From an optimization exercise on the open Yosys and OpenROAD flow, aimed at small area, a short achievable clock period and few clock cycles per item; shortcuts taken in it are not production practice.
Function was checked by simulation only, so behaviour that the tests miss may differ from the original.

Setup of alpha:
// nco_waveform
module nco_waveform (
    input  wire        clk,
    input  wire        rst,         
    input  wire        in_valid,
    output wire        in_ready,
    input  wire [31:0] p_in,
    input  wire [31:0] gain_in,
    input  wire [2:0]  wave_in,
    input  wire [31:0] rng_in,
    output reg         out_valid,
    output reg  [31:0] y_out,
    output reg  [31:0] rng_out
);
Size: ~4600 cells after synthesis, roughly 690 flip-flops, roughly 170 I/O pins, about 0.048 mm^2 of cells after synthesis.
export LEC_CHECK = 0
export CAP_MARGIN = 50
export CORE_MARGIN = 2
export CORE_UTILIZATION = 50
export CTS_CLUSTER_DIAMETER = 100
export CTS_CLUSTER_SIZE = 30
export SLEW_MARGIN = 70
export SYNTH_HIERARCHICAL = 1
create_clock -name core_clock -period 22.0 [get_ports {clk}]
standard.sh (not shown) runs the stock make flow with config.mk's settings and CLKGATE_MAP_FILE= SYNTH_SCRIPT=/design/flow/synth_recipe.tcl, a recipe that flattens the netlist after the stock synthesis.
==> flow/flow/run.sh <==
#!/bin/bash
# Layout: the standard flow (standard.sh, all steps unchanged), with the input and
# output port buffers that placement inserts made from sky130_fd_sc_hd__buf_2 cells.
# The make output goes to standard.log; ORFS's own per-step logs stay under orfs/logs/.
set -euo pipefail
export BUFFER_PORTS_ARGS="-buffer_cell sky130_fd_sc_hd__buf_2"
bash standard.sh finish > standard.log 2>&1
alpha has completed all stages; timing, DRC and antenna checks passed.
Testbench counts of alpha, summed over its fixed seeds: cycles 3,256, items 3,200.
Input changes introduced in beta (baseline for comparison: alpha):
==> flow/run.sh (new file) <==
#!/bin/bash
# synth_recipe.tcl (not shown) runs the flow's synth.tcl, then flattens the netlist and writes it again
# the make line also repeats each setting of config.mk as NAME=value (left out here)
make -C /OpenROAD-flow-scripts/flow DESIGN_CONFIG=/design/flow/config.mk WORK_HOME=/design/flow/orfs CLKGATE_MAP_FILE= SYNTH_SCRIPT=/design/flow/synth_recipe.tcl finish
removed: flow/flow/run.sh
removed: flow/standard.sh
[summary]
beta: flow completed, timing, DRC and antenna clean. Measured against each other, beta and alpha differ in critical path depth, the lower figure coming from beta. The total via count after detailed routing was comparable across beta and alpha. beta against alpha: post-route cell area saw an increase; global placement routability congestion saw an increase; total area of multi-input combinational cells saw little to no change; setup slack after layout saw a decrease.


Another version of the RTL of nco_waveform (not shown whole).
Size: ~4700 cells after synthesis, about 690 flip-flops, roughly 170 I/O pins, ~47000 um^2 of cells after synthesis.
Settings: LEC_CHECK=0, CAP_MARGIN=50, CORE_MARGIN=2, CORE_UTILIZATION=70, CTS_CLUSTER_DIAMETER=100, CTS_CLUSTER_SIZE=30, PLACE_DENSITY=0.8, SLEW_MARGIN=70, SYNTH_HIERARCHICAL=1; clock period 22.0 ns.
==> flow/flow/run.sh <==
#!/bin/bash
# Layout: the standard flow (standard.sh, all steps unchanged), with the input and
# output port buffers that placement inserts made from sky130_fd_sc_hd__buf_2 cells.
# The make output goes to standard.log; ORFS's own per-step logs stay under orfs/logs/.
set -euo pipefail
export BUFFER_PORTS_ARGS="-buffer_cell sky130_fd_sc_hd__buf_2"
bash standard.sh finish > standard.log 2>&1
The first run passed the timing, DRC and antenna checks.
Testbench counts at the start, summed over its fixed seeds: cycles 3,256, items 3,200.
Rerun with:
- CORE_UTILIZATION: 70 -> 50
- PLACE_DENSITY: 0.8 -> default
What happened:
- via count went down by 3.7%
- design area went up by 2.5%
- flip-flop and latch count stays the same
- routed wire length went up by 1.7%
- die area went up by 39%
- first-iteration DRC count went down by 27%


nco_waveform again, from the RTL that the note above started with.
export LEC_CHECK = 0
export CAP_MARGIN = 50
export CORE_MARGIN = 2
export CORE_UTILIZATION = 70
export CTS_CLUSTER_DIAMETER = 100
export CTS_CLUSTER_SIZE = 30
export PLACE_DENSITY = 0.8
export SLEW_MARGIN = 70
export SYNTH_HIERARCHICAL = 1
create_clock -name core_clock -period 22.0 [get_ports {clk}]
run.sh (not shown) runs the stock make flow with config.mk's settings and CLKGATE_MAP_FILE= SYNTH_SCRIPT=/design/flow/synth_recipe.tcl, a recipe that flattens the netlist after the stock synthesis.
Stock flow here: none of the scripts above is used.
Testbench counts at the start, summed over its fixed seeds: cycles 3,256, items 3,200.
Rerun with:
Settings changed: CORE_UTILIZATION 70 to 50, PLACE_DENSITY 0.8 to unset.
What happened: The new run passed the timing, DRC and antenna checks; via count falls by 4.7%; cell count rises by 7.3%; worst hold slack degrades by 0.014 ns; area after synthesis is unchanged; wire length rises by 0.92%; setup slack degrades by 0.0091 ns; cell area rises by 1.7%; sequential cell count does not change.
Rerun with:
==> flow/flow/run.sh (new file) <==
#!/bin/bash
# Layout: the standard flow (standard.sh, all steps unchanged), with the input and
# output port buffers that placement inserts made from sky130_fd_sc_hd__buf_2 cells.
# The make output goes to standard.log; ORFS's own per-step logs stay under orfs/logs/.
set -euo pipefail
export BUFFER_PORTS_ARGS="-buffer_cell sky130_fd_sc_hd__buf_2"
bash standard.sh finish > standard.log 2>&1
==> flow/standard.sh (new file) <==
#!/bin/bash
# synth_recipe.tcl (not shown) runs the flow's synth.tcl, then flattens the netlist and writes it again
# the make line also repeats each setting of config.mk as NAME=value (left out here)
make -C /OpenROAD-flow-scripts/flow DESIGN_CONFIG=/design/flow/config.mk WORK_HOME=/design/flow/orfs CLKGATE_MAP_FILE= SYNTH_SCRIPT=/design/flow/synth_recipe.tcl "${@:-finish}"
Settings changed: CORE_UTILIZATION 50 to 60, PLACE_DENSITY set to 0.7.
removed: flow/run.sh
=>
- The changed run passed the timing, DRC and antenna checks
- core utilization rose by 9.6 points
- cell count fell by 3.7%
- setup slack improved by 0.34 ns
- clock-buffer cell count shrinks by 4
Rerun with:
==> flow/run.sh (new file) <==
#!/bin/bash
# synth_recipe.tcl (not shown) runs the flow's synth.tcl, then flattens the netlist and writes it again
# the make line also repeats each setting of config.mk as NAME=value (left out here)
make -C /OpenROAD-flow-scripts/flow DESIGN_CONFIG=/design/flow/config.mk WORK_HOME=/design/flow/orfs CLKGATE_MAP_FILE= SYNTH_SCRIPT=/design/flow/synth_recipe.tcl finish
removed: flow/flow/run.sh
removed: flow/standard.sh
The new run finished with timing, DRC and antenna clean; final area rose by 1.6%; non-clock buffer count fell by 2; core utilization rose by 1.0 points; global-route usage rose by 0.39 points; clock skew rose by 0.0094 ns; fmax fell by 5.3%; setup slack is worse by 0.32 ns.


run 1:
nco_waveform, a different RTL version from the one above (not shown whole).
Size in the first run: about 170 I/O pins, about 49000 um^2 of cells after synthesis.
clock: 22.0 ns
lec_check: 0
cap_margin: 20
core_margin: 2
core_utilization: 30
slew_margin: 20
synth_hierarchical: 1
Stock flow here: none of the scripts above is used.
Run 1: done, clean on timing, DRC and antenna
Testbench counts of run 1, summed over its fixed seeds: cycles 3,256, items 3,200.
### run 1 -> run 2
Settings: SLEW_MARGIN changed from 20 to 70; CAP_MARGIN changed from 20 to 50.
## What came out
- Run 1 → run 2: detailed-route wire length per cell held steady; global-route wire length before repair went up; non-clock buffer instance count of the final layout picked up an extra 31.

## afterwards: timing with drivers on the ports
No port has a modelled driver above. Below, the same layouts with a new extraction and two added sets of constraints. Step 1 assumes that a clkbuf_16 drives the clock port and a buf_2 every other input. Step 2 times the ports against the registers' clock, not the clock port: input delays grow and output delays shrink by t, the midpoint of the rising clock arrivals with the driver on. Slacks: ideal ports / drivers / drivers and shift; pairs: ideal ports / drivers.
| run | t (ns) | setup slack, ns | hold slack, ns | slew at the worst register clock pin (ns) | worst data-port slew with drivers (ns) |
|---|---|---|---|---|---|
| alpha | 0.674 | 16.378 / 16.378 / 16.378 | 0.318 / 0.318 / 0.318 | 0.11 / 0.11 | 0.04 |
| beta | 0.674 | 16.062 / 15.995 / 16.294 | 0.316 / 0.316 / 0.316 | 0.11 / 0.11 | 0.05 |
| the first run of note 2 | 0.701 | 16.248 / 16.248 / 16.248 | 0.322 / 0.322 / 0.322 | 0.12 / 0.12 | 0.04 |
| the second run of note 2 | 0.687 | 16.220 / 16.220 / 16.220 | 0.311 / 0.311 / 0.311 | 0.11 / 0.11 | 0.05 |
| the first run of note 3 | 0.704 | 15.991 / 15.928 / 16.269 | 0.315 / 0.315 / 0.315 | 0.12 / 0.12 | 0.09 |
| the second run of note 3 | 0.697 | 15.981 / 15.916 / 16.359 | 0.301 / 0.301 / 0.301 | 0.11 / 0.11 | 0.05 |
| the third run of note 3 | 0.695 | 16.325 / 16.325 / 16.325 | 0.325 / 0.325 / 0.325 | 0.11 / 0.11 | 0.06 |
| the fourth run of note 3 | 0.697 | 16.010 / 15.945 / 16.372 | 0.322 / 0.322 / 0.322 | 0.11 / 0.11 | 0.06 |
| run 1 | 0.750 | 14.949 / 14.949 / 14.949 | 0.319 / 0.319 / 0.319 | 0.07 / 0.07 | 0.05 |
| run 2 | 0.732 | 15.999 / 15.931 / 15.999 | 0.319 / 0.319 / 0.319 | 0.07 / 0.07 | 0.06 |
After both steps setup and hold are still met in every run listed.
